Background: an optimization exercise with open tools, aiming at small area, a short achievable clock period and few clock cycles. Do not read the settings as production practice. At most, simulation tests tie the RTL to the original design; equivalence was not proved. Only the layout flow was run in runs 1 and 2; the RTL was not checked for function there. Power is estimated from default activity; no workload was simulated.

**config.mk**
```make
export PLATFORM = sky130hd
export DESIGN_NAME = sbmc_tick
export DESIGN_NICKNAME = sbmc_tick
export VERILOG_FILES = /design/flow/design.v
export SDC_FILE = /design/flow/constraint.sdc
export NUM_CORES = 4
export LEC_CHECK = 0
export ABC_AREA = 1
export CAP_MARGIN = 20
export CORE_MARGIN = 2
export CORE_UTILIZATION = 65
export SLEW_MARGIN = 20
```
**constraint.sdc**
```tcl
create_clock -name core_clock -period 10.0 [get_ports {clk}]
set_input_delay 2.0000 -clock core_clock [delete_from_list [all_inputs] [get_ports {clk}]]
set_output_delay 2.0000 -clock core_clock [all_outputs]
set_load 0.01 [all_outputs]
```
**design.v**
```verilog
module sbmc_step (
    input  wire [13:0] s,
    output wire [11:0] acc,
    output wire [8:0]  q5,
    output wire [5:0]  q50
);
    wire neg = s[13];
    assign acc = s[13:2] + {11'd0, neg & (s[1:0] != 2'b00)};
    wire [10:0] y  = {~s[13], s[12:3]};
    assign q5  = y / 11'd5;
    assign q50 = y / 11'd50;
endmodule
module sbmc_tick #(
    parameter integer DT        = 100,
    parameter integer SCALE     = 1000,
    parameter integer N_AVG     = 4,
    parameter integer MASK_BITS = 0
) (
    input  wire        clk,
    input  wire        rst,
    input  wire [31:0] cfg_dist_target,
    input  wire [7:0]  cfg_n_ramp,
    input  wire [15:0] cfg_dwell_ticks,
    input  wire [7:0]  cfg_spd_op,
    input  wire [7:0]  cfg_spd_step,
    input  wire [15:0] cfg_cmd_stop,
    input  wire [15:0] cfg_cmd_rev,
    input  wire        run,
    input  wire        tick,
    input  wire        smp_valid,
    output wire        smp_ready,
    input  wire [55:0] smp_data,
    output wire        drv_valid,
    input  wire        drv_ready,
    output wire [15:0] drv_data,
    output wire        busy,
    output wire        running,
    output wire        fault,
    output wire [1:0]  phase,
    output wire [7:0]  ramp,
    output wire [15:0] dwell,
    output wire [31:0] acc,
    output wire [31:0] vel,
    output wire [31:0] distance
);
    localparam [1:0] PH_ACCEL  = 2'd0,
                     PH_CRUISE = 2'd1,
                     PH_REV    = 2'd2,
                     PH_STOP   = 2'd3;
    localparam [28:0] QO_ZERO = -29'sd21;    
    reg        run_q;
    reg        fault_q;
    reg [1:0]  phase_q;
    reg [7:0]  ramp_q;
    reg [15:0] dwell_q;
    reg [11:0] acc_q;         
    reg [31:0] vel_q;
    reg [31:0] dist_q;
    reg [28:0] qo_q;          
    reg [3:0]  r_q;           
    reg        pend_q;        
    reg        busy_q;
    reg        samp_q;        
    reg [1:0]  cnt_q;         
    reg        sb_q, sc_q, sd_q, se_q, sf_q;          
    reg        sd2_q, sd3_q, se2_q, se3_q;            
    reg        vovf_q, dovf_q;
    reg        spec_q;        
    reg        zero_q;        
    reg        dv_q;          
    reg        second_q;      
    reg [15:0] dd_q;          
    reg [13:0] s_q;           
    reg [8:0]  q5_q;          
    reg [5:0]  q50_q;
    reg [8:0]  dvel_q;        
    reg [5:0]  fdo_q;         
    reg [5:0]  ko_q;          
    reg        c_q;           
    reg [7:0]  nlvl_q;        
    reg [31:0] tgt_q;         
    reg        dz_q;          
    reg        rlast_q;       
    reg [33:0] h_q;           
    wire [11:0] b_acc;
    wire [8:0]  b_q5;
    wire [5:0]  b_q50;
    sbmc_step u_step (
        .s(s_q), .acc(b_acc), .q5(b_q5), .q50(b_q50)
    );
    wire        s_neg = s_q[13];
    wire        s_lo3 = s_q[2:0] != 3'b000;
    wire [2:0]  r5    = s_q[5:3] - q5_q[2:0] - {q5_q[0], 2'b00};
    wire        cinc  = s_neg && (r5 == 3'd4) && s_lo3;
    wire        cdec  = !s_neg && (r5 != 3'd4);
    wire [8:0]  dv_m  = q5_q - 9'd205;
    wire [8:0]  dv_0  = q5_q - 9'd204;
    wire [8:0]  dv_p  = q5_q - 9'd203;
    wire [8:0]  dvel  = cdec ? dv_m : (cinc ? dv_p : dv_0);
    wire [5:0]  r50   = s_q[8:3] - {q50_q[0], 5'd0} - {q50_q[1:0], 4'd0} - {q50_q[4:0], 1'b0};
    wire        cf    = s_neg ? (r50 >= (s_lo3 ? 6'd19 : 6'd20)) : (r50 >= 6'd24);
    wire [5:0]  q50_p = q50_q + 6'd1;
    wire [5:0]  fdo   = cf ? q50_p : q50_q;
    wire [32:0] vsum  = {vel_q[31], vel_q} + {{24{dvel_q[8]}}, dvel_q};
    wire        vovf  = vsum[32] != vsum[31];
    wire        vsafe = vel_q[31] == vel_q[30];
    wire [3:0]  md    = dvel_q[3:0] - {fdo_q[2:0], 1'b0} - {fdo_q[0], 3'd0} + 4'd2;
    wire [4:0]  u     = {1'b0, md} + {1'b0, r_q};
    wire        cy    = u >= 5'd10;
    wire [3:0]  rn    = cy ? u[3:0] - 4'd10 : u[3:0];
    wire [5:0]  ko    = fdo_q + {5'd0, cy};
    wire [33:0] hsum  = {{2{dist_q[31]}}, dist_q} + {{5{qo_q[28]}}, qo_q};
    wire [33:0] dsum  = h_q + {27'd0, {1'b0, ko_q} + {6'd0, c_q}};
    wire        dovf  = (dsum[33:31] != 3'b000) && (dsum[33:31] != 3'b111);
    wire        dsafe = dist_q[31] == dist_q[30];
    wire [28:0] qsum  = qo_q + {23'd0, ko_q} - 29'd21;
    wire        d_ge  = $signed(dist_q) >= $signed(tgt_q);
    wire        d_le0 = dist_q[31] || (dist_q == 32'd0);
    wire live   = run_q && !fault_q && (phase_q != PH_STOP);
    wire active = samp_q || sb_q || sc_q || sd_q || sd2_q || sd3_q
                  || se_q || se2_q || se3_q || sf_q || dv_q;
    wire start  = pend_q && live && !active;
    wire take   = smp_valid && samp_q;
    wire sent   = dv_q && drv_ready;
    wire vel_we = (sd_q && vsafe) || (sd3_q && !vovf_q);
    wire dst_we = (se_q && dsafe) || (se3_q && !dovf_q);
    wire p0_a   = sb_q && (phase_q == PH_ACCEL) && vsafe && dsafe;
    wire f_ev   = sf_q && !spec_q;
    wire p0_f   = f_ev && (phase_q == PH_ACCEL);
    wire p1_hit = f_ev && (phase_q == PH_CRUISE) && d_ge;
    wire p2_hit = f_ev && (phase_q == PH_REV) && d_le0;
    wire p0     = p0_a || p0_f;
    reg        n_pend, n_samp, n_sb, n_sc, n_sd, n_sd2, n_sd3, n_se, n_se2, n_se3,
               n_sf, n_dv, n_fault, n_run;
    reg [1:0]  n_phase;
    always @(*) begin
        n_run   = run_q;
        n_fault = fault_q;
        n_phase = phase_q;
        n_samp  = samp_q;
        n_sb    = 1'b0;
        n_sc    = sb_q;
        n_sd    = sc_q;
        n_sd2   = sd_q && !vsafe;
        n_sd3   = sd2_q;
        n_se    = vel_we;
        n_se2   = se_q && !dsafe;
        n_se3   = se2_q;
        n_sf    = dst_we;
        n_dv    = dv_q;
        n_pend  = pend_q;
        if (run && !run_q) begin
            n_run   = 1'b1;
            n_phase = PH_ACCEL;
            n_pend  = 1'b0;
        end else begin
            n_pend = (tick && live) || (pend_q && !start);
            if (start) begin
                if (dwell_q != 16'd0) begin
                    if (dwell_q == 16'd1) begin
                        n_dv    = 1'b1;
                        n_phase = PH_REV;
                    end
                end else begin
                    n_samp = 1'b1;
                end
            end
            if (take && cnt_q == 2'd3) begin
                n_samp = 1'b0;
                n_sb   = 1'b1;
            end
            if (sent && !second_q)
                n_dv = 1'b0;
            if ((sd3_q && vovf_q) || (se3_q && dovf_q))
                n_fault = 1'b1;
            if (p0) begin
                n_dv = 1'b1;
                if (rlast_q)
                    n_phase = PH_CRUISE;
            end
            if (p1_hit) begin
                n_dv = 1'b1;
                if (dz_q)
                    n_phase = PH_REV;
            end
            if (p2_hit) begin
                n_dv    = 1'b1;
                n_phase = PH_STOP;
            end
        end
    end
    wire n_live = n_run && !n_fault && (n_phase != PH_STOP);
    always @(posedge clk) begin
        if (rst) begin
            run_q   <= 1'b0;
            fault_q <= 1'b0;
            phase_q <= PH_ACCEL;
            pend_q  <= 1'b0;
            busy_q  <= 1'b0;
            samp_q  <= 1'b0;
            sb_q    <= 1'b0;
            sc_q    <= 1'b0;
            sd_q    <= 1'b0;
            sd2_q   <= 1'b0;
            sd3_q   <= 1'b0;
            se_q    <= 1'b0;
            se2_q   <= 1'b0;
            se3_q   <= 1'b0;
            sf_q    <= 1'b0;
            dv_q    <= 1'b0;
            zero_q  <= 1'b0;
        end else begin
            run_q   <= n_run;
            fault_q <= n_fault;
            phase_q <= n_phase;
            pend_q  <= n_pend;
            busy_q  <= (n_pend && n_live) || n_samp || n_sb || n_sc || n_sd
                       || n_sd2 || n_sd3 || n_se || n_se2 || n_se3 || n_sf || n_dv;
            samp_q  <= n_samp;
            sb_q    <= n_sb;
            sc_q    <= n_sc;
            sd_q    <= n_sd;
            sd2_q   <= n_sd2;
            sd3_q   <= n_sd3;
            se_q    <= n_se;
            se2_q   <= n_se2;
            se3_q   <= n_se3;
            sf_q    <= n_sf;
            dv_q    <= n_dv;
            zero_q  <= (start && dwell_q == 16'd1) || (p1_hit && dz_q);
        end
    end
    always @(posedge clk) begin
        if (rst) begin
            ramp_q  <= 8'd0;
            dwell_q <= 16'd0;
            acc_q   <= 12'd0;
            vel_q   <= 32'd0;
            dist_q  <= 32'd0;
            qo_q    <= QO_ZERO;
            r_q     <= 4'd0;
        end else if (run && !run_q) begin
            ramp_q  <= 8'd0;
            dwell_q <= 16'd0;
            vel_q   <= 32'd0;
            dist_q  <= 32'd0;
            qo_q    <= QO_ZERO;
            r_q     <= 4'd0;
        end else begin
            if (start && dwell_q != 16'd0)
                dwell_q <= dwell_q - 16'd1;
            if (p1_hit && !dz_q)
                dwell_q <= cfg_dwell_ticks;
            if (p0)
                ramp_q <= ramp_q + 8'd1;
            if (sb_q)
                acc_q <= b_acc;
            if (sd_q)
                r_q <= rn;
            if (vel_we)
                vel_q <= vsum[31:0];
            if (dst_we) begin
                dist_q <= dsum[31:0];
                qo_q   <= qsum;
            end
            if (zero_q) begin
                vel_q <= 32'd0;
                qo_q  <= QO_ZERO;
                r_q   <= 4'd0;
            end
        end
    end
    always @(posedge clk) begin
        tgt_q   <= cfg_dist_target;
        h_q     <= hsum;
        dz_q    <= (cfg_dwell_ticks == 16'd0);
        rlast_q <= (ramp_q + 8'd1 == cfg_n_ramp);
        if (run && !run_q)
            nlvl_q <= cfg_spd_step;
        else if (p0)
            nlvl_q <= nlvl_q + cfg_spd_step;
        if (start)
            cnt_q <= 2'd0;
        else if (take)
            cnt_q <= cnt_q + 2'd1;
        if (take)
            s_q <= (s_q & {14{cnt_q != 2'd0}}) + {{2{smp_data[11]}}, smp_data[11:8], smp_data[7:0]};
        if (sb_q)
            spec_q <= p0_a;
        q5_q    <= b_q5;
        q50_q   <= b_q50;
        dvel_q  <= dvel;
        fdo_q   <= fdo;
        if (sd_q) begin
            ko_q <= ko;
            c_q  <= vsum[31] && (rn != 4'd0);
        end
        vovf_q  <= vovf;
        dovf_q  <= dovf;
        if (start) begin
            dd_q     <= cfg_cmd_rev;
            second_q <= 1'b0;
        end else if (p0) begin
            dd_q     <= {nlvl_q, cfg_spd_op};
            second_q <= 1'b0;
        end else if (p1_hit || p2_hit) begin
            dd_q     <= cfg_cmd_stop;
            second_q <= p1_hit && dz_q;
        end else if (sent) begin
            dd_q     <= cfg_cmd_rev;
            second_q <= 1'b0;
        end
    end
    assign smp_ready = samp_q;
    assign drv_valid = dv_q;
    assign drv_data  = dd_q;
    assign busy     = busy_q;
    assign running  = run_q;
    assign fault    = fault_q;
    assign phase    = phase_q;
    assign ramp     = ramp_q;
    assign dwell    = dwell_q;
    assign acc      = {{20{acc_q[11]}}, acc_q};
    assign vel      = vel_q;
    assign distance = dist_q;
endmodule
```
**flow/run.sh**
```bash
#!/bin/bash
set -euo pipefail
export SETUP_SLACK_MARGIN=6.6
export BUFFER_PORTS_ARGS="-buffer_cell sky130_fd_sc_hd__buf_2"
bash standard.sh > standard.log 2>&1
```
**standard.sh**
```bash
#!/bin/bash
# synth_recipe.tcl (not shown) runs the flow's synth.tcl, then flattens the netlist and writes it again
# the make line also repeats each setting of config.mk as NAME=value (left out here)
make -C /OpenROAD-flow-scripts/flow DESIGN_CONFIG=/design/flow/config.mk WORK_HOME=/design/flow/orfs CLKGATE_MAP_FILE= SYNTH_SCRIPT=/design/flow/synth_recipe.tcl "${@:-finish}"
```
==> impl_metrics.toml, run 1 <==
[yosys]
yosys.area.top_type = "dfxtp_1"
syn_area_um2 = 19270
synth_edf_count = 46
synth_nets = 2872
ys_seq_area_share_pct = 33.46
async_flop_share_pct = 0
synth.top_cell.area_share_pct = 26.29
syn_avg_cell_area_um2 = 7.685
synth_cell_types = 60
ys_ff_latch = 299
synth_flop_cell = "dfxtp_1"
synthCells = 2507
synth_area_leaders = "dfxtp_1 26%, ha_1 12%, edfxtp_1 7.2%, nand2_1 7.0%, inv_1 6.9%"
yosysWarnings = 1

[floorplan]
core_area_um2 = 29400
fp-row-count = 63
die_w_um = 176.2
boundaryPins = 309
die_h_um = 176.2
start_util_pct = 65.53
dieArea_um2 = 31040

[critical_path]
worst_path_max_delay_cell = "edfxtp_1"
crit_required_ns = 10.36
crit_top_cell = "nand2_2"
endpoint_kind = "flip-flop"
cp_slowest_stage_delay_ns = 0.43
arrival_ns = 4.47
worst-setup-path-type = "reg2reg"
crit_fanout = 3
cp-start-kind = "flip-flop"

[global_routing]
grt_max_degree = 82
grt_use_total_pct = 32.66
grt_pass1_wl_mm = 83.93
grt_pass1_vias = 17940
grt_overflow = 0
antenna_found_initial = 0

[power_and_ir_drop]
p_leak_nw = 13.07
finalPower_mw = 3.363
ir_drop_uv = 131.1
power_frac_comb_pct = 21.8
p_sw_mw = 0.9692
power_density_nw_per_um2 = 134.3
internal-power_mw = 2.394
sw_frac_of_total_pct = 28.82
p_seq_share_pct = 38.9
power_frac_clock_pct = 39.3

[timing]
rsz0062_at_grt = "yes"
fin_crit_sh_pct = 41.08
fin_tns_setup_ns = 0
finalCriticalPeriod_ns = 4.108
max_freq_mhz = 243.4
hold_viol = 0
slew_headroom_pct = 39.12
worst_pin_slew_ns = 0.9132
clock_skew_ns = 0.01455
setup_viol = 0
final-max-slew-violation-count = 0

[run_status]
outcome = "no timing/DRC/antenna violations"

[place]
gp_congestion = 0.9795
hpwl_mm = 34.82
dpl_cell_area_um2 = 20870
io_buffer_count = 264

[clock_tree]
path_clk_slew_ns = 0.06
cts_buffers = 36
cts_tree = "yes"
worstSkewPairLatency_ns = 0.52
hold_buffers = 0
clock-sinks = 299
cts_buffer_depth = 3
h-tree-depth = 2
cts-root-buf = "clkbuf_16"

[routing]
ant_nets = 0
maxUsedRoutingLayer = "met4"
drt-met1-wl_mm = 22.89
vias_per_cell = 5.940
drc = 0
met2WireLength_mm = 30.02
wl_mm = 61.62
wl_met3_mm = 4.856
routedWlPerCell_um = 18.32
drt-initial-drc-count = 1881
vias = 19980
firstDrtPassIters = 6

[finish]
fillers = 1660
postLayoutCoreUtil_pct = 85.20
design_area_um2 = 25050
nets = 3311
drive_gt1_share_pct = 28.80
area_growth_pct = 30.01

[hold_path]
min_path_type = "reg2reg"

[flow_run]
maxCapViolCount = 0
repair_timing:
item,CTS,global route
pin swaps,49,146
gates resized for setup,123,258
buffers inserted,115,85
endpoints found under the hold margin,0,0
setup endpoints to repair,177,127
cloned,1,2
stage by stage:
| step | setup slack, ns | instances | hold slack [ns] |
|---|---|---|---|
| 2_1_floorplan | 5.848 | 2507 | 0.4030 |
| 3_3_place_gp | 5.237 | 3095 | 0.4161 |
| 4_1_cts | 6.316 | 3275 | 0.4355 |
| 3_5_place_dp | 5.211 | 3095 | 0.4225 |
| 6_report | 5.892 | 3363 | 0.4318 |
| 5_1_grt | 5.723 | 3362 | 0.4508 |
final timing paths:
kind | from | to | slack (ns) | cells past startpoint
setup / recovery | ko_q[1]$_DFFE_PP_ | qo_q[27]$_SDFFE_PP1P_ | 5.89 | 31
hold / removal | q5_q[8]$_DFF_P_ | dvel_q[8]$_DFF_P_ | 0.43 | 1
setup reg to reg | ko_q[1]$_DFFE_PP_ | qo_q[27]$_SDFFE_PP1P_ | 5.89 | 31
hold reg to reg | q5_q[8]$_DFF_P_ | dvel_q[8]$_DFF_P_ | 0.43 | 1
synthesized netlist by cell type, types with 5 or more instances:
master / n
nand2_1: 357
inv_1: 356
dfxtp_1: 253
nor2_1: 214
a21oi_1: 210
o21ai_0: 202
ha_1: 189
xor2_1: 103
nand3_1: 89
xnor2_1: 71
o21bai_1: 58
clkbuf_1: 48
edfxtp_1: 46
nand4_1: 32
nor3_1: 30
o211ai_1: 29
nand2_2: 26
buf_4: 20
nor4_1: 15
or2_2: 14
a211oi_1: 13
inv_2: 11
o221ai_1: 11
fa_1: 10
o21ai_1: 8
a31oi_1: 7
nand3_2: 7
nand3b_1: 7
a22oi_1: 5
nand2_4: 5
layout by cell type, fill, tap and decap left out, drive strengths merged, types with 71 or more instances in the layout:
master,count
buf,470
nand2,388
inv,364
dfxtp,253
nor2,220
o21ai,213
a21oi,211
ha,189
xor2,106
nand3,97
xnor2,71
state kept, by name, indices dropped and copies added (netlist names), 14 cells and up:
signal,count
dd_q,16
dist_q,32
dwell_q,16
h_q,33
qo_q,29
s_q,14
tgt_q,32
vel_q,32
critical path, delay by kind of cell, from the launching register on:
family | cells | cell delay, ns
adders and majority gates | 3 | 0.73
buffers and inverters | 6 | 0.53
and+or+nand+nor | 14 | 1.38
DFF | 1 | 0.43
AOI/OAI and AO/OA | 8 | 0.85
logic make-up (layout without fill, tap and decap cells):
kind of cell,Yosys count,in the layout,share of synthesized area (%)
compound gates,578,578,17.24
simple gates,812,812,18.70
flops,299,299,33.46
buf+inv,441,906,9.072
other cells,0,1,0
fa+ha+maj,199,199,13.31
mux,1,1,0.05844
xor+xnor,177,177,8.163
power by group through the flow:
stage | Combinational (mW) | Clock (mW) | Sequential [mW]
after floorplan | 0.389 | 0 | 1.32
after global placement | 0.485 | 0 | 1.33
after detailed placement | 0.515 | 0 | 1.33
after CTS | 0.579 | 1.32 | 1.30
after global routing | 0.795 | 1.38 | 1.31
final | 0.734 | 1.32 | 1.31
metal layers:
layer,vias to the layer above,global-route usage [%]
met4,0,15.60
met3,350,5.189
met2,1151,58.10
met1,9240,38.39
met5,-,0
li1,9236,-
cell type report:
class	count	area, µm²	share of cell area (%)
Inverter	369	1420	5.669
Sequential cell	299	6460	25.79
Clock inverter	14	133.9	0.5345
Tap cell	390	488.0	1.948
Multi-Input combinational cell	1767	12270	48.97
Timing Repair Buffer	473	3222	12.86
Clock buffer	50	1056	4.216
Antenna cell	1	2.502	0.009990
==> run 2, diff against run 1 <==
==> flow/run.sh (replaced) <==
#!/bin/bash
set -euo pipefail
export SETUP_SLACK_MARGIN=6.3
export BUFFER_PORTS_ARGS="-buffer_cell sky130_fd_sc_hd__buf_2"
bash standard.sh > standard.log 2>&1
--- a/config.mk
+++ b/config.mk
@@ -5,8 +5,7 @@
 export SDC_FILE = /design/flow/constraint.sdc
 export NUM_CORES = 4
 export LEC_CHECK = 0
-export ABC_AREA = 1
 export CAP_MARGIN = 20
 export CORE_MARGIN = 2
-export CORE_UTILIZATION = 65
+export CORE_UTILIZATION = 40
 export SLEW_MARGIN = 20
==> run 2 against run 1 <==
Worst hold slack improved by 0.0022 ns. Sequential share of layout area increased by 1.8 points. Critical path type unchanged. Combinational power fell by 11%. Critical path depth fell by 14. Total power shrank 0.93%. Sequential cell count unchanged. Clock-buffer cell count grew 8. Clock skew is 0.014 ns higher. Largest power group unchanged. Via count fell by 15%. Synthesized cell count shrank 10%.
==> impl_metrics.toml, run 2 <==
[place]
dpl_cell_area_um2 = 21070
place_inst = 3045
dp_slack_ns = 4.455
io_buffer_count = 264
gp_congestion = 0.8727
hpwl_mm = 37.51

[floorplan]
die_w_um = 223.7
dieArea_um2 = 50050
die_h_um = 223.7
start_util_pct = 40.45
fp-row-count = 80
core_area_um2 = 47750
boundaryPins = 309

[yosys]
muxShareOfSynthArea_pct = 1.976
async_flop_share_pct = 0
synth_edf_count = 46
synth_flop_cell = "dfxtp_1"
synth.top_cell.area_share_pct = 26.23
syn_avg_cell_area_um2 = 8.571
synth_top_family_by_area = "compound AO/OA/AOI/OAI gates"
yosys.area.top_type = "dfxtp_1"
synthCells = 2253
yosysWarnings = 1
synth_xor_xnor_area_share_pct = 9.291
syn_area_um2 = 19310
synth-simple-area-share_pct = 16.87
synth_common_cells = "253 x dfxtp_1, 201 x nor2_1, 189 x ha_1, 181 x nand2_1, 177 x a21oi_1"
ys_seq_area_share_pct = 33.38
synth.most_common_cell = "dfxtp_1"
synth_area_leaders = "dfxtp_1 26%, ha_1 12%, edfxtp_1 7.2%, xnor2_1 5.7%, a21oi_1 4.6%"
ys_ff_latch = 299
synth_cell_types = 91
synth_nets = 2618
yosys.area_share.adder_pct = 13.44
synth_compound_area_share_pct = 19.33

[flow_run]
maxCapViolCount = 0

[finish]
multi_input_area_um2 = 12190
drive_gt1_share_pct = 20.53
fillers = 4563
stdcell_count = 3193
area_growth_pct = 20.81
final_common_cell = "buf_2"
nets = 2912
design_area_um2 = 23330
largest_register_ffs = 33
largest_register = "h_q"
seq_area_um2 = 6446
postLayoutCoreUtil_pct = 48.86
final_cell_mix = "264 x buf_2, 253 x dfxtp_1, 197 x nor2_1"

[timing]
slew_headroom_pct = 29.52
finalCriticalPeriod_ns = 3.762
max_freq_mhz = 265.8
fin_ws_ns = 6.238
final-max-slew-violation-count = 0
fin_crit_sh_pct = 37.62
setup_viol = 0
hold_ws_ns = 0.4340
rsz0062_at_grt = "yes"
hold_viol = 0
clock_skew_ns = 0.02862
worst_pin_slew_ns = 1.057
fin_tns_setup_ns = 0

[global_routing]
grt_pass1_vias = 16550
grt_use_total_pct = 20.01
grt_pass1_wl_mm = 82.37
grt_max_degree = 68
grt_overflow = 0
antenna_found_initial = 1

[clock_tree]
cts_buffers = 38
cts_buffer_depth = 3
worstSkewPairLatency_ns = 0.56
cts-root-buf = "clkbuf_16"
cts_tree = "yes"
clock-sinks = 299
path_clk_slew_ns = 0.06
h-tree-depth = 2

[routing]
wl_mm = 52.02
drc = 0
vias_per_cell = 5.333
vias = 17030
ant_nets = 0
firstDrtPassIters = 5
drt-initial-drc-count = 807
routedWlPerCell_um = 16.29

[power_and_ir_drop]
finalPower_mw = 3.332
p_leak_nw = 11.05
ir_drop_uv = 138.5
power_density_nw_per_um2 = 142.8

[run_status]
outcome = "no timing/DRC/antenna violations"

[critical_path]
endpoint_kind = "flip-flop"
crit_required_ns = 10.45
arrival_ns = 4.21
cp-start-kind = "flip-flop"
crit_fanout = 6
worst-setup-path-type = "reg2reg"

[hold_path]
min_path_type = "reg2reg"
run 2: changes by cell type in the layout (fill, tap and decap cells not counted), moves of 40 or more:
cell	delta
nand2_1	-132
inv_1	-171
xnor2_1	+50
buf_6	-52
a21o_1	+64
o21ai_0	-102
buf_4	-71
nand2_2	-49
o21bai_1	-40
run 2: worst max-delay path: stages, from the launching register on:
cell and delay (ns):
edfxtp_1 0.46, buf_6 0.18, buf_4 0.15, or3_1 0.41, a221o_1 0.39, nand2_2 0.10
a21o_1 0.15, mux2i_1 0.09, xor2_1 0.31, nor3_2 0.10, nor2_2 0.18, inv_2 0.10
a21oi_4 0.18, xor2_2 0.25, buf_4 0.15, a211o_1 0.11, mux2i_1 0.07, a32o_2 0.26
run 2: final timing paths:
check | cells after the start | startpoint | endpoint | slack (ns)
min reg2reg | 1 | q50_q[5]$_DFF_P_ | fdo_q[5]$_DFF_P_ | 0.43
max reg2reg | 17 | s_q[10]$_DFFE_PP_ | q50_q[0]$_DFF_P_ | 6.24
min | 1 | q50_q[5]$_DFF_P_ | fdo_q[5]$_DFF_P_ | 0.43
max | 17 | s_q[10]$_DFFE_PP_ | q50_q[0]$_DFF_P_ | 6.24
run 2: cell families after synthesis:
group	count (synthesis)
AND/OR/NAND/NOR	680
AO/OA/AOI/OAI	567
flip-flops	299
buffers and inverters	264
XOR/XNOR	204
adder cells (fa/ha/maj)	202
multiplexers	37
run 2: final cells by class:
cell class | count | area share, %
multi-input cells | 1691 | 52.27
well taps | 615 | 3.298
clock inverters | 12 | 0.5953
repair buffers | 351 | 8.769
clock buffers | 58 | 4.746
flip-flops and latches | 299 | 27.63
inverters | 166 | 2.682
diodes | 1 | 0.01073
run 2: metal layers:
metal  global-route usage (%)  part of all wire [%]  up-vias  wire [µm]
met1                    23.57                    42     7988      21690
met2                    36.39                    51      360      26380
li1                         -                     -     8566          -
met3                    3.174                   3.9      113       2006
met5                        0                     0        -          0
met4                    7.656                   3.7        0       1934
run 2: timing repair:
item / 4_1_cts / 5_1_grt
setup endpoints to repair: 52 / 61
gates cloned: 0 / 3
hold buffers: 0 / 0
setup buffers: 39 / 35
resized for setup: 31 / 75
pin swaps: 9 / 53
endpoints found under the hold margin: 0 / 0
run 2: power breakdown:
| part | switching, mW | internal [mW] | leakage, nW |
|---|---|---|---|
| clock | 0.550 | 0.822 | 0.610 |
| sequential | 0.0284 | 1.28 | 2.48 |
| combinational | 0.349 | 0.304 | 7.96 |
==> run 3, diff against run 2 <==
--- a/design.v
+++ b/design.v
@@ -114,6 +114,8 @@
     wire        dovf  = (dsum[33:31] != 3'b000) && (dsum[33:31] != 3'b111);
     wire        dsafe = dist_q[31] == dist_q[30];
     wire [28:0] qsum  = qo_q + {23'd0, ko_q} - 29'd21;
+    wire        h_le  = h_q[33] && ((h_q[33:6] != {28{1'b1}}) || (h_q[5:0] <= 6'd20));
+    wire        h_pos = !h_q[33] && (h_q != 34'd0);
     wire        d_ge  = $signed(dist_q) >= $signed(tgt_q);
     wire        d_le0 = dist_q[31] || (dist_q == 32'd0);
     wire live   = run_q && !fault_q && (phase_q != PH_STOP);
@@ -125,10 +127,14 @@
     wire vel_we = (sd_q && vsafe) || (sd3_q && !vovf_q);
     wire dst_we = (se_q && dsafe) || (se3_q && !dovf_q);
     wire p0_a   = sb_q && (phase_q == PH_ACCEL) && vsafe && dsafe;
-    wire f_ev   = sf_q && !spec_q;
+    wire e_ev   = dst_we && !spec_q;
+    wire e_late = e_ev && ((phase_q == PH_ACCEL) || (phase_q == PH_CRUISE)
+                           || ((phase_q == PH_REV) && !h_le && !h_pos));
+    wire f_ev   = sf_q;
     wire p0_f   = f_ev && (phase_q == PH_ACCEL);
     wire p1_hit = f_ev && (phase_q == PH_CRUISE) && d_ge;
-    wire p2_hit = f_ev && (phase_q == PH_REV) && d_le0;
+    wire p2_hit = (e_ev && (phase_q == PH_REV) && h_le)
+                  || (f_ev && (phase_q == PH_REV) && d_le0);
     wire p0     = p0_a || p0_f;
     reg        n_pend, n_samp, n_sb, n_sc, n_sd, n_sd2, n_sd3, n_se, n_se2, n_se3,
                n_sf, n_dv, n_fault, n_run;
@@ -146,7 +152,7 @@
         n_se    = vel_we;
         n_se2   = se_q && !dsafe;
         n_se3   = se2_q;
-        n_sf    = dst_we;
+        n_sf    = e_late;
         n_dv    = dv_q;
         n_pend  = pend_q;
         if (run && !run_q) begin
==> flow/run.sh (replaced) <==
#!/bin/bash
set -euo pipefail
export SETUP_SLACK_MARGIN=7.0
export BUFFER_PORTS_ARGS="-buffer_cell sky130_fd_sc_hd__buf_2"
bash standard.sh > standard.log 2>&1
--- a/config.mk
+++ b/config.mk
@@ -8,4 +8,5 @@
 export CAP_MARGIN = 20
 export CORE_MARGIN = 2
 export CORE_UTILIZATION = 40
+export CTS_BUF_LIST = sky130_fd_sc_hd__clkbuf_4 sky130_fd_sc_hd__clkbuf_8
 export SLEW_MARGIN = 20
==> run 3 against run 2 <==
Largest power group unchanged. Fmax increased by 6.0%. Clock skew up 0.012 ns. Total power up 3.5%. Sequential power about the same. Synthesized area rose by 2.7%. Core utilization increased by 9.4 points. Global-route usage increased by 4.2 points. Clock power down 4%. Non-clock buffer count increased by 229. Worst setup slack improved by 0.21 ns. Final cell count up 13%.
==> impl_metrics.toml, run 3 <==
[routing]
vias = 19680
drc = 0
vias_per_cell = 5.446
wl_met3_mm = 3.518
maxUsedRoutingLayer = "met4"
drt-met1-wl_mm = 26.69
drt-initial-drc-count = 899
routedWlPerCell_um = 18.27
wl_mm = 66.01
ant_nets = 0
firstDrtPassIters = 5
met2WireLength_mm = 33.20

[timing]
rsz0062_at_grt = "yes"
fin_crit_sh_pct = 35.51
slew_headroom_pct = 41.50
worst_pin_slew_ns = 0.8775
hold_viol = 0
clock_skew_ns = 0.04098
final-max-slew-violation-count = 0
finalCriticalPeriod_ns = 3.551
fin_tns_setup_ns = 0
setup_viol = 0
max_freq_mhz = 281.6

[yosys]
synth_nets = 2723
synth.top_cell.area_share_pct = 25.53
yosysWarnings = 1
syn_area_um2 = 19840
ys_seq_area_share_pct = 32.50
synth_common_cells = "253 x dfxtp_1, 226 x nor2_1, 189 x ha_1, 183 x nand2_1, 174 x a21oi_1"
synth_cell_types = 94
yosys.area.top_type = "dfxtp_1"
synth_area_leaders = "dfxtp_1 26%, ha_1 12%, edfxtp_1 7.0%, xnor2_1 5.7%, a21oi_1 4.4%"
syn_avg_cell_area_um2 = 8.412
ys_ff_latch = 299
synth.most_common_cell = "dfxtp_1"
async_flop_share_pct = 0
synth_edf_count = 46
synthCells = 2358
synth_flop_cell = "dfxtp_1"

[floorplan]
dieArea_um2 = 51390
boundaryPins = 309
core_area_um2 = 48950
fp-row-count = 81
start_util_pct = 40.52
die_w_um = 226.7
die_h_um = 226.7

[finish]
nets = 3261
multi_input_area_um2 = 14320
final_common_cell = "buf_4"
fillers = 4279
area_growth_pct = 43.89
seq_area_um2 = 6764
largest_register_ffs = 33
postLayoutCoreUtil_pct = 58.31
largest_register = "h_q"
final_cell_mix = "263 x buf_4, 197 x nor2_1, 176 x nand2_1"
drive_gt1_share_pct = 39.48

[critical_path]
crit_top_cell = "o21ai_1"
crit_required_ns = 10.41
cp_slowest_stage_delay_ns = 0.33
worst-path-stages = 15
r2r-end = "q5_q[0]$_DFF_P_"
worst_path_max_delay_cell = "fa_2"
critPathLaunch = "smp_data[0]"
arrival_ns = 3.96
rrSetupSlack_ns = 6.65
worst-r2r-cell-count = 13
worst-setup-path-type = "in2reg"
crit_family = "compound AO/OA/AOI/OAI gates"
cp_cell_sequence = "buf_8 > ha_4 > inv_2 > fa_2 > nor2b_1 > o21ai_1 > a21boi_1 > o21ai_1 > a21boi_1 > o21ai_1 > nand2b_1 > a21o_1 > a21oi_2 > buf_4 > xnor2_1"
critPathBufInv = 3
regToRegStartpoint = "s_q[13]$_DFFE_PP_"
crit_fanout = 2
endpoint_kind = "flip-flop"
cp-start-kind = "input port"

[flow_run]
maxCapViolCount = 0

[clock_tree]
hold_buffers = 0
worstSkewPairLatency_ns = 0.68
cts_buffers = 57
h-tree-depth = 2
cts_buffer_depth = 3
cts_tree = "yes"
clock-sinks = 299
cts-root-buf = "clkbuf_8"
path_clk_slew_ns = 0.07

[global_routing]
grt_pass1_wl_mm = 99.35
grt_max_degree = 79
antenna_found_initial = 6
grt_overflow = 0
grt_use_total_pct = 24.22
grt_pass1_vias = 19110

[power_and_ir_drop]
ir_drop_uv = 106.1
power_density_nw_per_um2 = 120.9
p_leak_nw = 12.70

[place]
io_buffer_count = 264
gp_congestion = 0.8962
hpwl_mm = 41.60

[run_status]
outcome = "no timing/DRC/antenna violations"

[hold_path]
hold_end = "dvel_q[8]$_DFF_P_"
min_from = "q5_q[8]$_DFF_P_"
holdPathStages = 1
min_path_type = "reg2reg"
[run 3: metrics by stage]
stage | hold slack, ns | setup WS [ns] | std cells | area, µm² | power [mW]
floorplan | 0.3954 | 5.962 | 2358 | 20410 | 1.860
global placement | 0.4054 | 5.611 | 3186 | 22000 | 1.975
detailed placement | 0.4257 | 5.577 | 3186 | 22000 | 1.989
CTS | 0.4338 | 6.446 | 3532 | 27200 | 3.394
global route | 0.4433 | 6.344 | 3613 | 28540 | 3.624
finish | 0.4299 | 6.449 | 3613 | 28540 | 3.450
[run 3: final cells by class]
type / count / share of cell area (%)
Multi-Input combinational cell: 1795 / 50.18
Sequential cell: 299 / 23.70
Timing Repair Buffer: 580 / 16.63
Clock buffer: 92 / 3.998
Tap cell: 664 / 2.911
Inverter: 163 / 2.205
Clock inverter: 14 / 0.3288
Antenna cell: 6 / 0.05260
[run 3: how the worst max path moves through the flow]
| stage | to | slack [ns] |
|---|---|---|
| 2_1_floorplan | s_q[13]$_DFFE_PP_ | 5.96 |
| 6_report | s_q[10]$_DFFE_PP_ | 6.45 |
| 3_3_place_gp | s_q[13]$_DFFE_PP_ | 5.61 |
| 4_1_cts | s_q[13]$_DFFE_PP_ | 6.45 |
| 5_1_grt | s_q[13]$_DFFE_PP_ | 6.34 |
| 3_5_place_dp | s_q[13]$_DFFE_PP_ | 5.58 |
[run 3: power by group]
part	internal [mW]	total [mW]	switching [mW]
Combinational	0.427	0.843	0.415
Clock	0.724	1.31	0.586
Sequential	1.26	1.30	0.0342
Total	2.41	3.45	1.04
[run 3: cells by family (layout without fill, tap and decap cells)]
logic type	count (synthesis)	after routing	share of synthesized area (%)
simple gates	738	741	18.34
compound gates	635	640	20.78
flops	299	299	32.50
buf+inv	272	849	5.790
fa+ha+maj	199	199	12.93
xor+xnor	196	196	8.692
mux	19	19	0.9713
other cells	0	6	0
[run 3: per-layer routing]
layer  GRT usage [%]  up-vias
met2           42.59      556
met3           4.173      174
met5               0        -
met1           28.76     9410
met4           10.84        0
li1                -     9538
[run 3: worst reg2reg max path, cell delays in order, from the launching register on]
cell and delay, ns:
edfxtp_1 0.53, buf_12 0.20, and3b_1 0.20, or3_4 0.39, a211oi_4 0.29, nor3_4 0.10, inv_2 0.10, nor3_1 0.05
o311ai_1 0.34, a21oi_2 0.13, nand2_1 0.10, a21bo_1 0.21, a221o_1 0.31, a221o_1 0.29
[run 3: repair_timing]
item / CTS / global route
gates cloned: 11 / 2
setup buffers: 229 / 72
setup endpoints to repair: 277 / 264
pin swaps: 145 / 165
gates resized for setup: 555 / 177
endpoints found under the hold margin: 0 / 0
Testbench counts of run 3, summed over its fixed seeds: cycles 34,941.
==> run 4, diff against run 3 <==
==> flow/run.sh (replaced) <==
#!/bin/bash
set -euo pipefail
export SETUP_SLACK_MARGIN=6.6
export BUFFER_PORTS_ARGS="-buffer_cell sky130_fd_sc_hd__buf_2"
bash standard.sh > standard.log 2>&1
--- a/config.mk
+++ b/config.mk
@@ -5,6 +5,7 @@
 export SDC_FILE = /design/flow/constraint.sdc
 export NUM_CORES = 4
 export LEC_CHECK = 0
+export ABC_AREA = 1
 export CAP_MARGIN = 20
 export CORE_MARGIN = 2
 export CORE_UTILIZATION = 40
==> run 4 against run 3 <==
Total power decreased by 1.6%. Sequential share of layout area grew 2.0 points. Final cell count is 1.2% higher. Synthesized cell count rose by 8.9%. Via count shrank 5.5%. Design area is 11% lower. Highest routed layer unchanged. Global-route usage is 3.1 points lower. Routed wire length decreased by 14%. First-iteration DRC count increased by 15%. Critical path depth increased by 2. Largest cell class unchanged. Non-clock buffer count shrank 154. Clock-buffer cell count is 10 lower.
==> impl_metrics.toml, run 4 <==
[routing]
drc = 0
ant_nets = 0
firstDrtPassIters = 5
drt-initial-drc-count = 1038
routedWlPerCell_um = 15.58
wl_mm = 56.97
vias_per_cell = 5.088
vias = 18610

[timing]
rsz0062_at_grt = "yes"
hold_ws_ns = 0.4583
max_freq_mhz = 273.5
worst_pin_slew_ns = 0.8166
finalCriticalPeriod_ns = 3.657
slew_headroom_pct = 45.50
hold_viol = 0
setup_viol = 0
fin_ws_ns = 6.344
fin_crit_sh_pct = 36.57
final-max-slew-violation-count = 0
fin_tns_setup_ns = 0
clock_skew_ns = 0.03736

[power_and_ir_drop]
power_frac_comb_pct = 22.7
sw_frac_of_total_pct = 29.36
p_sw_mw = 0.9971
ir_drop_uv = 110.2
finalPower_mw = 3.396
power_density_nw_per_um2 = 134.3
p_seq_share_pct = 38.7
power_frac_clock_pct = 38.7
internal-power_mw = 2.399
p_leak_nw = 13.00

[yosys]
yosys.area.top_type = "dfxtp_1"
synth_flop_cell = "dfxtp_1"
synthCells = 2569
synth_edf_count = 46
ys_seq_area_share_pct = 32.86
ys_ff_latch = 299
synth_area_leaders = "dfxtp_1 26%, ha_1 12%, edfxtp_1 7.0%, inv_1 7.0%, nand2_1 6.9%"
syn_avg_cell_area_um2 = 7.637
synth_cell_types = 61
yosysWarnings = 1
syn_area_um2 = 19620
synth.top_cell.area_share_pct = 25.82
synth_common_cells = "364 x inv_1, 361 x nand2_1, 253 x dfxtp_1, 218 x o21ai_0, 216 x nor2_1"
async_flop_share_pct = 0
synth_nets = 2934
synth.most_common_cell = "inv_1"

[critical_path]
worst-r2r-cell-count = 29
crit_required_ns = 10.41
endpoint_kind = "flip-flop"
r2r-end = "dist_q[17]$_SDFFE_PP0N_"
crit_end = "s_q[13]$_DFFE_PP_"
cp-start-kind = "input port"
worst-setup-path-type = "in2reg"
critPathLaunch = "smp_data[3]"
arrival_ns = 4.07
crit_fanout = 4
regToRegStartpoint = "ko_q[1]$_DFFE_PP_"
rrSetupSlack_ns = 6.43

[global_routing]
grt_overflow = 0
grt_pass1_wl_mm = 86.96
antenna_found_initial = 4
grt_use_total_pct = 21.17
grt_pass1_vias = 17670
grt_max_degree = 85

[place]
hpwl_mm = 40.58
place_inst = 3391
dpl_cell_area_um2 = 21530
dp_slack_ns = 5.315
gp_congestion = 0.9084
io_buffer_count = 264

[finish]
final_common_cell = "inv_1"
largest_register = "h_q"
final_cell_mix = "349 x inv_1, 321 x nand2_1, 261 x buf_2"
postLayoutCoreUtil_pct = 51.98
nets = 3349
area_growth_pct = 28.88
drive_gt1_share_pct = 28.61
largest_register_ffs = 33
stdcell_count = 3657
fillers = 4628
design_area_um2 = 25290

[hold_path]
min_path_type = "reg2reg"

[clock_tree]
cts-root-buf = "clkbuf_8"
cts_buffers = 58
h-tree-depth = 2
cts_tree = "yes"
path_clk_slew_ns = 0.06
worstSkewPairLatency_ns = 0.66
cts_buffer_depth = 3
hold_buffers = 0
clock-sinks = 299

[run_status]
outcome = "no timing/DRC/antenna violations"

[floorplan]
die_w_um = 225.5
start_util_pct = 40.33
core_area_um2 = 48650
fp-row-count = 81
boundaryPins = 309
dieArea_um2 = 50830
die_h_um = 225.5

[flow_run]
maxCapViolCount = 0
run 4: cell count changes after synthesis, moves of 31 or more:
cell,before,now
a211oi_1,66,9
a21o_1,51,5
a21oi_1,174,205
inv_1,158,364
nand2_1,183,361
nand2_2,0,37
nand2b_1,33,0
nand3_1,44,83
nor2b_1,37,0
o21ai_0,119,218
o21bai_1,14,51
xnor2_1,129,69
xor2_1,66,105
run 4: worst max-delay path, stage by stage:
cell and delay (ns):
buf_2 0.10, ha_1 0.37, a21oi_2 0.17, o21bai_1 0.09, nand2_1 0.07, nand2_1 0.07
a21oi_2 0.16, nor2_1 0.06, nor2_1 0.10, inv_1 0.06, a21oi_2 0.16, o21ai_1 0.09
a21o_1 0.19, a21oi_2 0.12, nor2_1 0.05, nor2_1 0.13, xor2_1 0.08
run 4: worst min-delay path by stage:
stage,start,endpoint,slack [ns],cells after the start
floorplan,q5_q[8]$_DFF_P_,dvel_q[8]$_DFF_P_,0.40,1
global placement,sd2_q$_SDFF_PP0_,sd3_q$_SDFF_PP0_,0.44,2
detailed placement,sd2_q$_SDFF_PP0_,sd3_q$_SDFF_PP0_,0.45,2
CTS,sd2_q$_SDFF_PP0_,sd3_q$_SDFF_PP0_,0.46,2
global route,sd2_q$_SDFF_PP0_,sd3_q$_SDFF_PP0_,0.47,2
finish,sc_q$_SDFF_PP0_,sd_q$_SDFF_PP0_,0.46,2
run 4: power groups by stage:
stage | combinational [mW] | sequential [mW] | clock (mW)
2_1_floorplan | 0.420 | 1.33 | 0
3_3_place_gp | 0.532 | 1.34 | 0
3_5_place_dp | 0.557 | 1.34 | 0
4_1_cts | 0.652 | 1.31 | 1.36
5_1_grt | 0.856 | 1.32 | 1.41
6_report | 0.770 | 1.31 | 1.31
run 4: cell type report:
type                       instances  area [µm²]  area share (%)
timing repair inverter             2       12.51         0.04948
timing repair buffer             426        2638           10.43
clock buffer                      82        1047           4.142
inverter                         386        1473           5.824
sequential                       299        6491           25.67
multi-input combinational       1811       12630           49.97
antenna                            5       12.51         0.04948
tap                              622       778.2           3.078
clock inverter                    24       198.9          0.7868
run 4: cells by family (layout without fill, tap and decap cells):
kind of cell | count (synthesis) | in the layout | synth area share [%]
simple gates | 851 | 851 | 19.82
compound gates | 585 | 585 | 17.10
buf+inv | 459 | 920 | 9.247
flops | 299 | 299 | 32.86
fa+ha+maj | 199 | 199 | 13.07
xor+xnor | 175 | 175 | 7.851
mux | 1 | 1 | 0.05739
other cells | 0 | 5 | 0
run 4: layer usage:
metal	share of wire (%)	GRT usage [%]	vias to the layer above	routed length [µm]
met5	0	0	-	0
met1	43	25.47	8671	24400
met3	4.2	3.768	106	2416
met2	50	37.96	396	28430
met4	3.0	6.943	0	1725
li1	-	-	9432	-
run 4: repair_timing:
| action | CTS | global route |
|---|---|---|
| gates cloned | 1 | 1 |
| buffers inserted | 67 | 86 |
| setup endpoints to repair | 123 | 123 |
| pin swaps | 71 | 128 |
| gates resized for setup | 118 | 213 |
==> run 5, diff against run 4 <==
--- a/config.mk
+++ b/config.mk
@@ -5,9 +5,9 @@
 export SDC_FILE = /design/flow/constraint.sdc
 export NUM_CORES = 4
 export LEC_CHECK = 0
-export ABC_AREA = 1
 export CAP_MARGIN = 20
 export CORE_MARGIN = 2
 export CORE_UTILIZATION = 40
 export CTS_BUF_LIST = sky130_fd_sc_hd__clkbuf_4 sky130_fd_sc_hd__clkbuf_8
+export PLACE_DENSITY = 0.75
 export SLEW_MARGIN = 20
==> run 5 against run 4 <==
Largest cell class unchanged. Sequential cell count is the same. Sequential share of layout area is 0.71 points higher. Die area rose by 1.1%.
==> impl_metrics.toml, run 5 <==
[critical_path]
regToRegStartpoint = "s_q[13]$_DFFE_PP_"
cp_cell_sequence = "buf_8 > ha_4 > a21o_1 > a21oi_2 > o21ai_2 > a21oi_2 > o21ai_2 > a21oi_2 > o21bai_1 > a2111oi_2 > o31ai_1 > a21oi_1 > xnor2_1"
worst-setup-path-type = "in2reg"
arrival_ns = 4.07
cp_slowest_stage_delay_ns = 0.40
crit_fanout = 2
r2r-end = "q50_q[0]$_DFF_P_"
rrSetupSlack_ns = 6.59
cp-start-kind = "input port"
endpoint_kind = "flip-flop"
worst-r2r-cell-count = 13
worst_path_max_delay_cell = "a2111oi_2"
crit_required_ns = 10.43
crit_top_cell = "a21oi_2"

[timing]
hold_viol = 0
worst_pin_slew_ns = 1.008
fin_crit_sh_pct = 36.43
slew_headroom_pct = 32.80
setup_viol = 0
finalCriticalPeriod_ns = 3.643
rsz0062_at_grt = "yes"
max_freq_mhz = 274.5
final-max-slew-violation-count = 0
fin_tns_setup_ns = 0
clock_skew_ns = 0.05342

[global_routing]
antenna_found_initial = 2
grt_use_total_pct = 21.68
grt_use_met2_pct = 38.07
use_met1_pct = 25.36
grt_pass1_vias = 18350
gr-usage-met3_pct = 3.693
grt_overflow = 0
grt_max_degree = 79
busiest_layer = "met2"
grt_pass1_wl_mm = 90.98

[routing]
firstDrtPassIters = 6
drc = 0
vias = 19000
routedWlPerCell_um = 17.65
drt-initial-drc-count = 1443
wl_mm = 59.60
vias_per_cell = 5.626
ant_nets = 0

[finish]
final_common_cell = "buf_2"
final_cell_mix = "262 x buf_2, 221 x dfxtp_1, 217 x nor2_1"
stdcell_count = 3377
fillers = 4392
drive_gt1_share_pct = 24.54
nets = 3027
largest_register = "h_q"
largest_register_ffs = 33
area_growth_pct = 24.26
postLayoutCoreUtil_pct = 50.35

[yosys]
ys_ff_latch = 299
synth.most_common_cell = "dfxtp_1"
syn_avg_cell_area_um2 = 8.412
synth_nets = 2723
synth.top_cell.area_share_pct = 25.53
yosys.area.top_type = "dfxtp_1"
yosysWarnings = 1
synth_edf_count = 46
syn_area_um2 = 19840
synth_area_leaders = "dfxtp_1 26%, ha_1 12%, edfxtp_1 7.0%, xnor2_1 5.7%, a21oi_1 4.4%"
ys_seq_area_share_pct = 32.50
synth_cell_types = 94
async_flop_share_pct = 0
synth_flop_cell = "dfxtp_1"
synth_common_cells = "253 x dfxtp_1, 226 x nor2_1, 189 x ha_1, 183 x nand2_1, 174 x a21oi_1"
synthCells = 2358

[hold_path]
holdPathStages = 1
hold_end = "dvel_q[8]$_DFF_P_"
min_path_type = "reg2reg"
min_from = "q5_q[8]$_DFF_P_"

[clock_tree]
path_clk_slew_ns = 0.06
cts_buffer_depth = 3
cts_buffers = 56
clock-sinks = 299
cts_tree = "yes"
cts-root-buf = "clkbuf_8"
worstSkewPairLatency_ns = 0.68
h-tree-depth = 2

[floorplan]
die_w_um = 226.7
fp-row-count = 81
die_h_um = 226.7
start_util_pct = 40.52
core_area_um2 = 48950
boundaryPins = 309
dieArea_um2 = 51390

[run_status]
outcome = "no timing/DRC/antenna violations"

[power_and_ir_drop]
ir_drop_uv = 122.0
p_leak_nw = 11.23
power_density_nw_per_um2 = 144.8

[place]
place_inst = 3189
gp_congestion = 0.9259
io_buffer_count = 264
hpwl_mm = 40.74

[flow_run]
maxCapViolCount = 0
==> run 5: how the worst max path moves through the flow <==
stage                         to  depth (start not counted)  slack (ns)   startpoint
2_1_floorplan  s_q[13]$_DFFE_PP_                         12        5.96  smp_data[1]
3_3_place_gp   s_q[13]$_DFFE_PP_                         13        5.64  smp_data[1]
3_5_place_dp   s_q[13]$_DFFE_PP_                         13        5.57  smp_data[1]
4_1_cts        s_q[13]$_DFFE_PP_                         13        6.37  smp_data[1]
5_1_grt        s_q[13]$_DFFE_PP_                         13        6.21  smp_data[1]
6_report       s_q[13]$_DFFE_PP_                         13        6.36  smp_data[1]
==> run 5: per-layer routing <==
metal	share of wire (%)	vias up	wire, µm
met4	4.4	0	2634
met2	49	740	29460
met1	40	9028	23670
met3	6.4	190	3836
met5	0	-	0
li1	-	9040	-
==> run 5: where the power goes <==
part,internal (mW),leakage [nW],switching (mW)
clock network,0.897,0.737,0.576
registers,1.28,2.49,0.0315
logic,0.375,8.00,0.412
total,2.55,11.2,1.02
==> run 5: layout make-up <==
| cell class | instances | area [µm²] | share of cell area, % |
|---|---|---|---|
| multi-input cells | 1788 | 13130 | 53.26 |
| flip-flops and latches | 299 | 6504 | 26.39 |
| repair buffers | 354 | 2160 | 8.761 |
| clock buffers | 87 | 1122 | 4.553 |
| well taps | 664 | 830.8 | 3.371 |
| inverters | 163 | 615.6 | 2.497 |
| clock inverters | 19 | 280.3 | 1.137 |
| diodes | 3 | 7.507 | 0.03046 |
==> run 5: critical path, delay by kind of cell <==
family | cells | cell delay (ns)
AOI/OAI and AO/OA | 10 | 1.69
xor gates and xnor gates | 1 | 0.09
adders and majority gates | 1 | 0.19
buffers and inverters | 1 | 0.10
==> run 5: cells by family (layout without fill, tap and decap cells) <==
family	count (synthesis)	count (layout)	synth area share, %
AOI/OAI and AO/OA	635	636	20.78
xor gates and xnor gates	196	196	8.692
adders and majority gates	199	199	12.93
buffers and inverters	272	623	5.790
DFF	299	299	32.50
muxes	19	19	0.9713
other	0	3	0
and+or+nand+nor	738	738	18.34
==> run 5: what timing repair did <==
item,4_1_cts,5_1_grt
setup endpoints to repair,122,88
pin swaps,34,60
cloned,3,2
hold buffers,0,0
hold endpoints to repair,0,0
setup buffers,40,34
resized for setup,90,127
==> run 5: metrics by stage <==
step	power, mW	worst slack, ns	instance area [µm²]	hold slack, ns
final	3.569	6.357	24650	0.4441
after global routing	3.711	6.206	24650	0.4646
after CTS	3.467	6.373	23790	0.4371
after detailed placement	1.916	5.569	21700	0.4271
after global placement	1.881	5.637	21700	0.4258
after floorplan	1.779	5.962	19960	0.3993
==> run 6, diff against run 5 <==
--- a/config.mk
+++ b/config.mk
@@ -8,6 +8,5 @@
 export CAP_MARGIN = 20
 export CORE_MARGIN = 2
 export CORE_UTILIZATION = 40
-export CTS_BUF_LIST = sky130_fd_sc_hd__clkbuf_4 sky130_fd_sc_hd__clkbuf_8
-export PLACE_DENSITY = 0.75
+export CTS_BUF_LIST = sky130_fd_sc_hd__clkbuf_4
 export SLEW_MARGIN = 20
==> run 6 against run 5 <==
Via count is 1.0% lower. Register-to-register slack better by 0.10 ns. Total power is 9.9% lower. Fmax is 6.2% higher. Final cell count is 3.0% higher. Worst setup slack better by 0.21 ns. Die area stayed put. Sequential share of layout area is 0.35 points higher. Non-clock buffer count is 38 higher. Clock power is about 20% lower. Clock-buffer cell count is 31 higher. Combinational power is 5.8% lower. Largest power group is now sequential cells. Highest routed layer unchanged.
==> impl_metrics.toml, run 6 <==
[run_status]
outcome = "no timing/DRC/antenna violations"

[routing]
firstDrtPassIters = 7
wl_mm = 62.31
vias = 18800
drt-met1-wl_mm = 26.24
vias_per_cell = 5.407
met2WireLength_mm = 30.45
drc = 0
ant_nets = 0
maxUsedRoutingLayer = "met4"
wl_met3_mm = 3.162
routedWlPerCell_um = 17.92
drt-initial-drc-count = 1042

[critical_path]
worst-path-stages = 1
crit_required_ns = 8.00
worst-r2r-cell-count = 14
endpoint_kind = "output pin"
cp_slowest_stage_delay_ns = 0.46
crit_fanout = 1
cp-start-kind = "flip-flop"
worst-setup-path-type = "reg2out"
worst_path_max_delay_cell = "edfxtp_1"
cp_cell_sequence = "buf_2"
crit_family = "flip-flops"
critPathBufInv = 1
arrival_ns = 1.43

[timing]
setup_viol = 0
fin_crit_sh_pct = 34.31
finalCriticalPeriod_ns = 3.431
worst_pin_slew_ns = 1.029
hold_viol = 0
clock_skew_ns = 0.05033
hold_ws_ns = 0.4419
rsz0062_at_grt = "yes"
final-max-slew-violation-count = 0
slew_headroom_pct = 31.09
fin_tns_setup_ns = 0
max_freq_mhz = 291.5

[clock_tree]
cts_buffers = 88
cts_tree = "yes"
path_clk_slew_ns = 0.09
clock-sinks = 299
cts_buffer_depth = 3
cts-root-buf = "clkbuf_4"
h-tree-depth = 3
worstSkewPairLatency_ns = 0.82

[global_routing]
grt_use_total_pct = 23.26
antenna_found_initial = 7
grt_max_degree = 79
grt_overflow = 0
grt_pass1_wl_mm = 94.96
grt_pass1_vias = 18290

[floorplan]
die_w_um = 226.7
dieArea_um2 = 51390
core_area_um2 = 48950
start_util_pct = 40.52
fp-row-count = 81
die_h_um = 226.7
boundaryPins = 309

[yosys]
synth.top_cell.area_share_pct = 25.53
async_flop_share_pct = 0
ys_ff_latch = 299
synth_nets = 2723
ys_seq_area_share_pct = 32.50
synth_flop_cell = "dfxtp_1"
syn_avg_cell_area_um2 = 8.412
synthCells = 2358
synth_cell_types = 94
yosys.area.top_type = "dfxtp_1"
synth_common_cells = "253 x dfxtp_1, 226 x nor2_1, 189 x ha_1, 183 x nand2_1, 174 x a21oi_1"
synth_edf_count = 46
synth.most_common_cell = "dfxtp_1"
yosysWarnings = 1
synth_area_leaders = "dfxtp_1 26%, ha_1 12%, edfxtp_1 7.0%, xnor2_1 5.7%, a21oi_1 4.4%"
syn_area_um2 = 19840

[finish]
nets = 3101
design_area_um2 = 25040
largest_register = "h_q"
final_cell_mix = "223 x buf_2, 219 x nor2_1, 183 x nand2_1"
largest_register_ffs = 33
drive_gt1_share_pct = 27.54
fillers = 4657
multi_input_area_um2 = 13120
postLayoutCoreUtil_pct = 51.14
area_growth_pct = 26.21
final_common_cell = "buf_2"
seq_area_um2 = 6693

[flow_run]
maxCapViolCount = 0

[place]
hpwl_mm = 41.84
gp_congestion = 0.8785
dpl_cell_area_um2 = 21700
io_buffer_count = 264

[power_and_ir_drop]
p_leak_nw = 11.42
ir_drop_uv = 103.9
power_density_nw_per_um2 = 128.5

[hold_path]
min_path_type = "reg2reg"
holdPathStages = 2
run 6: path summary, 6_finish.rpt:
| path | start | end | slack [ns] |
|---|---|---|---|
| worst max register to register | s_q[3]$_DFFE_PP_ | dvel_q[8]$_DFF_P_ | 6.69 |
| worst max-delay path | dd_q[15]$_DFFE_PP_ | drv_data[15] | 6.57 |
| worst min-delay path | se_q$_SDFF_PP0_ | se2_q$_SDFF_PP0_ | 0.44 |
| worst min register to register | se_q$_SDFF_PP0_ | se2_q$_SDFF_PP0_ | 0.44 |
run 6: repair_timing:
item	in CTS	in global routing
setup buffers	74	38
gates resized for setup	230	127
pin swaps	28	53
cloned	5	4
setup endpoints to repair	207	136
endpoints found under the hold margin	0	0
hold buffers	0	0
run 6: cells by family (layout without fill, tap and decap cells):
kind of cell / after synthesis / in the layout / synth area share (%)
buffers and inverters: 272 / 716 / 5.790
xor gates and xnor gates: 196 / 196 / 8.692
adders and majority gates: 199 / 199 / 12.93
muxes: 19 / 19 / 0.9713
other: 0 / 6 / 0
DFF: 299 / 299 / 32.50
AOI/OAI and AO/OA: 635 / 637 / 20.78
and+or+nand+nor: 738 / 741 / 18.34
run 6: per-layer routing:
layer  vias to the layer above  track usage, %
li1                       9257               -
met1                      8853           28.07
met2                       525           40.23
met3                       164           4.587
met4                         0           9.720
met5                         -               0
run 6: layout make-up:
cell class / count / area share [%]
clock inverter: 43 / 0.8746
sequential: 299 / 26.73
tap: 664 / 3.319
multi-input combinational: 1792 / 52.40
inverter: 163 / 2.459
antenna: 6 / 0.05997
clock buffer: 118 / 3.538
timing repair buffer: 392 / 10.62
run 6: stage by stage:
step,setup slack (ns),power [mW],cells
floorplan,5.962,1.779,2358
detailed placement,5.342,1.922,3189
global placement,5.367,1.896,3189
finish,6.569,3.217,3477
global route,6.468,3.417,3477
CTS,6.473,3.183,3429
run 6: tightest hold or removal path, delay by kind of cell, from the launching register on:
| family | cells | cell delay (ns) |
|---|---|---|
| flops | 1 | 0.33 |
| simple gates | 2 | 0.11 |
run 6: power breakdown:
| part | leakage, nW | switching [mW] | internal [mW] |
|---|---|---|---|
| logic | 8.23 | 0.382 | 0.359 |
| registers | 2.54 | 0.0327 | 1.26 |
| clock network | 0.648 | 0.577 | 0.602 |
| total | 11.4 | 0.992 | 2.22 |
==> run 7, diff against run 6 <==
--- a/config.mk
+++ b/config.mk
@@ -8,5 +8,5 @@
 export CAP_MARGIN = 20
 export CORE_MARGIN = 2
 export CORE_UTILIZATION = 40
-export CTS_BUF_LIST = sky130_fd_sc_hd__clkbuf_4
+export CTS_BUF_LIST = sky130_fd_sc_hd__clkbuf_2 sky130_fd_sc_hd__clkbuf_4 sky130_fd_sc_hd__clkbuf_8
 export SLEW_MARGIN = 20
==> run 7 against run 6 <==
Critical path depth is 14 higher. Critical endpoint is now s_q[12]$_DFFE_PP_. Still clean. Fmax is 2.1% lower. Worst setup slack worse by 0.073 ns. Global-route usage is 0.86 points lower. Non-clock buffer count is 47 lower. Routed wire length is 3.6% lower.
==> impl_metrics.toml, run 7 <==
[clock_tree]
cts_buffer_depth = 3
h-tree-depth = 2
clock-sinks = 299
cts-root-buf = "clkbuf_8"
worstSkewPairLatency_ns = 0.66
cts_buffers = 56
hold_buffers = 0
path_clk_slew_ns = 0.07
cts_tree = "yes"

[finish]
drive_gt1_share_pct = 24.15
design_area_um2 = 24320
final_cell_mix = "262 x buf_2, 218 x nor2_1, 212 x dfxtp_1"
nets = 3022
largest_register_ffs = 33
stdcell_count = 3370
postLayoutCoreUtil_pct = 49.67
largest_register = "h_q"
final_common_cell = "buf_2"
area_growth_pct = 22.58

[timing]
fin_ws_ns = 6.497
max_freq_mhz = 285.5
fin_crit_sh_pct = 35.03
final-max-slew-violation-count = 0
clock_skew_ns = 0.03938
setup_viol = 0
worst_pin_slew_ns = 1.022
rsz0062_at_grt = "yes"
fin_tns_setup_ns = 0
finalCriticalPeriod_ns = 3.503
hold_viol = 0
slew_headroom_pct = 31.83
hold_ws_ns = 0.4456

[global_routing]
grt_pass1_vias = 17700
grt_overflow = 0
grt_pass1_wl_mm = 92.09
grt_use_total_pct = 22.41
grt_max_degree = 79
antenna_found_initial = 3

[place]
gp_congestion = 0.8785
hpwl_mm = 41.84
io_buffer_count = 264
dp_slack_ns = 5.342
dpl_cell_area_um2 = 21700
place_inst = 3189

[hold_path]
min_path_type = "reg2reg"
min_from = "se_q$_SDFF_PP0_"
holdPathStages = 2
hold_end = "se2_q$_SDFF_PP0_"

[yosys]
yosys.area.top_type = "dfxtp_1"
synth_edf_count = 46
yosysWarnings = 1
synth_nets = 2723
synth.top_cell.area_share_pct = 25.53
async_flop_share_pct = 0
synth_cell_types = 94
synth.most_common_cell = "dfxtp_1"
synthCells = 2358
synth_flop_cell = "dfxtp_1"
syn_area_um2 = 19840
ys_ff_latch = 299
syn_avg_cell_area_um2 = 8.412
synth_common_cells = "253 x dfxtp_1, 226 x nor2_1, 189 x ha_1, 183 x nand2_1, 174 x a21oi_1"
synth_area_leaders = "dfxtp_1 26%, ha_1 12%, edfxtp_1 7.0%, xnor2_1 5.7%, a21oi_1 4.4%"
ys_seq_area_share_pct = 32.50

[critical_path]
worst-r2r-cell-count = 13
rrSetupSlack_ns = 6.68
r2r-end = "q5_q[0]$_DFF_P_"
endpoint_kind = "flip-flop"
crit_required_ns = 10.38
worst-setup-path-type = "in2reg"
arrival_ns = 3.88
cp-start-kind = "input port"
crit_fanout = 2
regToRegStartpoint = "s_q[11]$_DFFE_PP_"

[run_status]
outcome = "no timing/DRC/antenna violations"

[routing]
vias = 18280
vias_per_cell = 5.425
drc = 0
drt-initial-drc-count = 1011
wl_mm = 60.04
routedWlPerCell_um = 17.82
ant_nets = 0
firstDrtPassIters = 5

[floorplan]
boundaryPins = 309
dieArea_um2 = 51390
die_h_um = 226.7
die_w_um = 226.7
start_util_pct = 40.52
fp-row-count = 81
core_area_um2 = 48950

[flow_run]
maxCapViolCount = 0

[power_and_ir_drop]
p_leak_nw = 11.10
ir_drop_uv = 100.8
power_density_nw_per_um2 = 136.3
finalPower_mw = 3.314
## run 7: how the worst max path moves through the flow
stage,start,end,cells after the start
global route,smp_data[1],s_q[13]$_DFFE_PP_,13
floorplan,smp_data[1],s_q[13]$_DFFE_PP_,12
detailed placement,rst,vel_q[30]$_SDFFE_PP0P_,6
global placement,rst,vel_q[30]$_SDFFE_PP0P_,6
CTS,smp_data[1],s_q[13]$_DFFE_PP_,13
finish,smp_data[0],s_q[12]$_DFFE_PP_,15
## run 7: where the power goes
part / switching, mW / leakage (nW) / total [mW] / internal (mW)
Combinational: 0.385 / 7.96 / 0.752 / 0.367
Clock: 0.559 / 0.641 / 1.25 / 0.693
Sequential: 0.0327 / 2.50 / 1.31 / 1.28
## run 7: what timing repair did
item                       CTS  global route
buffers inserted            32            34
resized for setup          104           109
setup endpoints to repair  149           102
pin swaps                   32            55
gates cloned                 5             3
## run 7: critical path, cell delays in order
cell,delay [ns]
buf_6,0.10
ha_4,0.15
inv_2,0.04
fa_2,0.19
nor2b_1,0.05
o21ai_1,0.21
a21boi_2,0.10
o21ai_2,0.15
a21boi_2,0.07
o21ai_1,0.12
nand2b_1,0.09
a21o_1,0.19
a21oi_2,0.19
o21ai_2,0.08
xor2_1,0.14
## run 7: area by class of cell
class	count	area [µm²]
diodes	2	5.005
clock buffers	86	1084
clock inverters	19	102.6
fillers	4700	24630
inverters	163	615.6
multi-input cells	1792	13120
flip-flops and latches	299	6510
well taps	664	830.8
repair buffers	345	2051
## run 7: kinds of logic (layout without fill, tap and decap cells)
family                     Yosys count  in the layout  share of synthesized area, %
AOI/OAI and AO/OA                  635            637                         20.78
xor gates and xnor gates           196            196                         8.692
adders and majority gates          199            199                         12.93
buffers and inverters              272            613                         5.790
DFF                                299            299                         32.50
muxes                               19             19                        0.9713
other                                0              2                             0
and+or+nand+nor                    738            741                         18.34
## run 7: per-layer routing
layer	track usage (%)	routed length [µm]
met3	3.836	3161
met5	0	0
met4	7.704	1916
met1	27.85	25600
met2	38.97	29360

-- afterwards: timing with drivers on the ports --
The results above use ideal ports. As a check the final layouts listed here were re-extracted and re-timed, cells and wires unchanged.
Step 1: set_driving_cell puts a clkbuf_16 on clk and a buf_2 on each other input, an assumption about the parent block.
Step 2, shift: input delay + t, output delay - t, t = (earliest + latest rising clock arrival at the registers) / 2. This alone moves slack from input paths to output paths.
Three values: ideal, step 1, step 2; two values: the first two.
run | t (ns) | setup slack, ns | worst setup path after step 2 | latest minus earliest clock arrival (ns) | worst register clock-pin slew, ns
run 1 | 0.567 | 5.892 / 5.892 / 5.499 | input to register | 0.016 / 0.015 | 0.07 / 0.07
run 2 | 0.607 | 6.238 / 6.238 / 5.764 | input to register | 0.030 / 0.031 | 0.06 / 0.06
run 3 | 0.718 | 6.449 / 6.451 / 5.733 | input to register | 0.047 / 0.047 | 0.07 / 0.07
run 4 | 0.696 | 6.343 / 6.370 / 5.674 | input to register | 0.038 / 0.038 | 0.07 / 0.07
run 5 | 0.705 | 6.357 / 6.356 / 5.651 | input to register | 0.057 / 0.058 | 0.07 / 0.07
run 6 | 0.855 | 6.569 / 6.515 / 5.761 | input to register | 0.051 / 0.051 | 0.09 / 0.09
run 7 | 0.696 | 6.497 / 6.515 / 5.819 | input to register | 0.042 / 0.042 | 0.07 / 0.07
After both steps setup and hold are still met in every run listed. For run 6, which loses most, drivers alone change the setup slack by -0.054 ns; drivers and shift together by -0.808 ns.
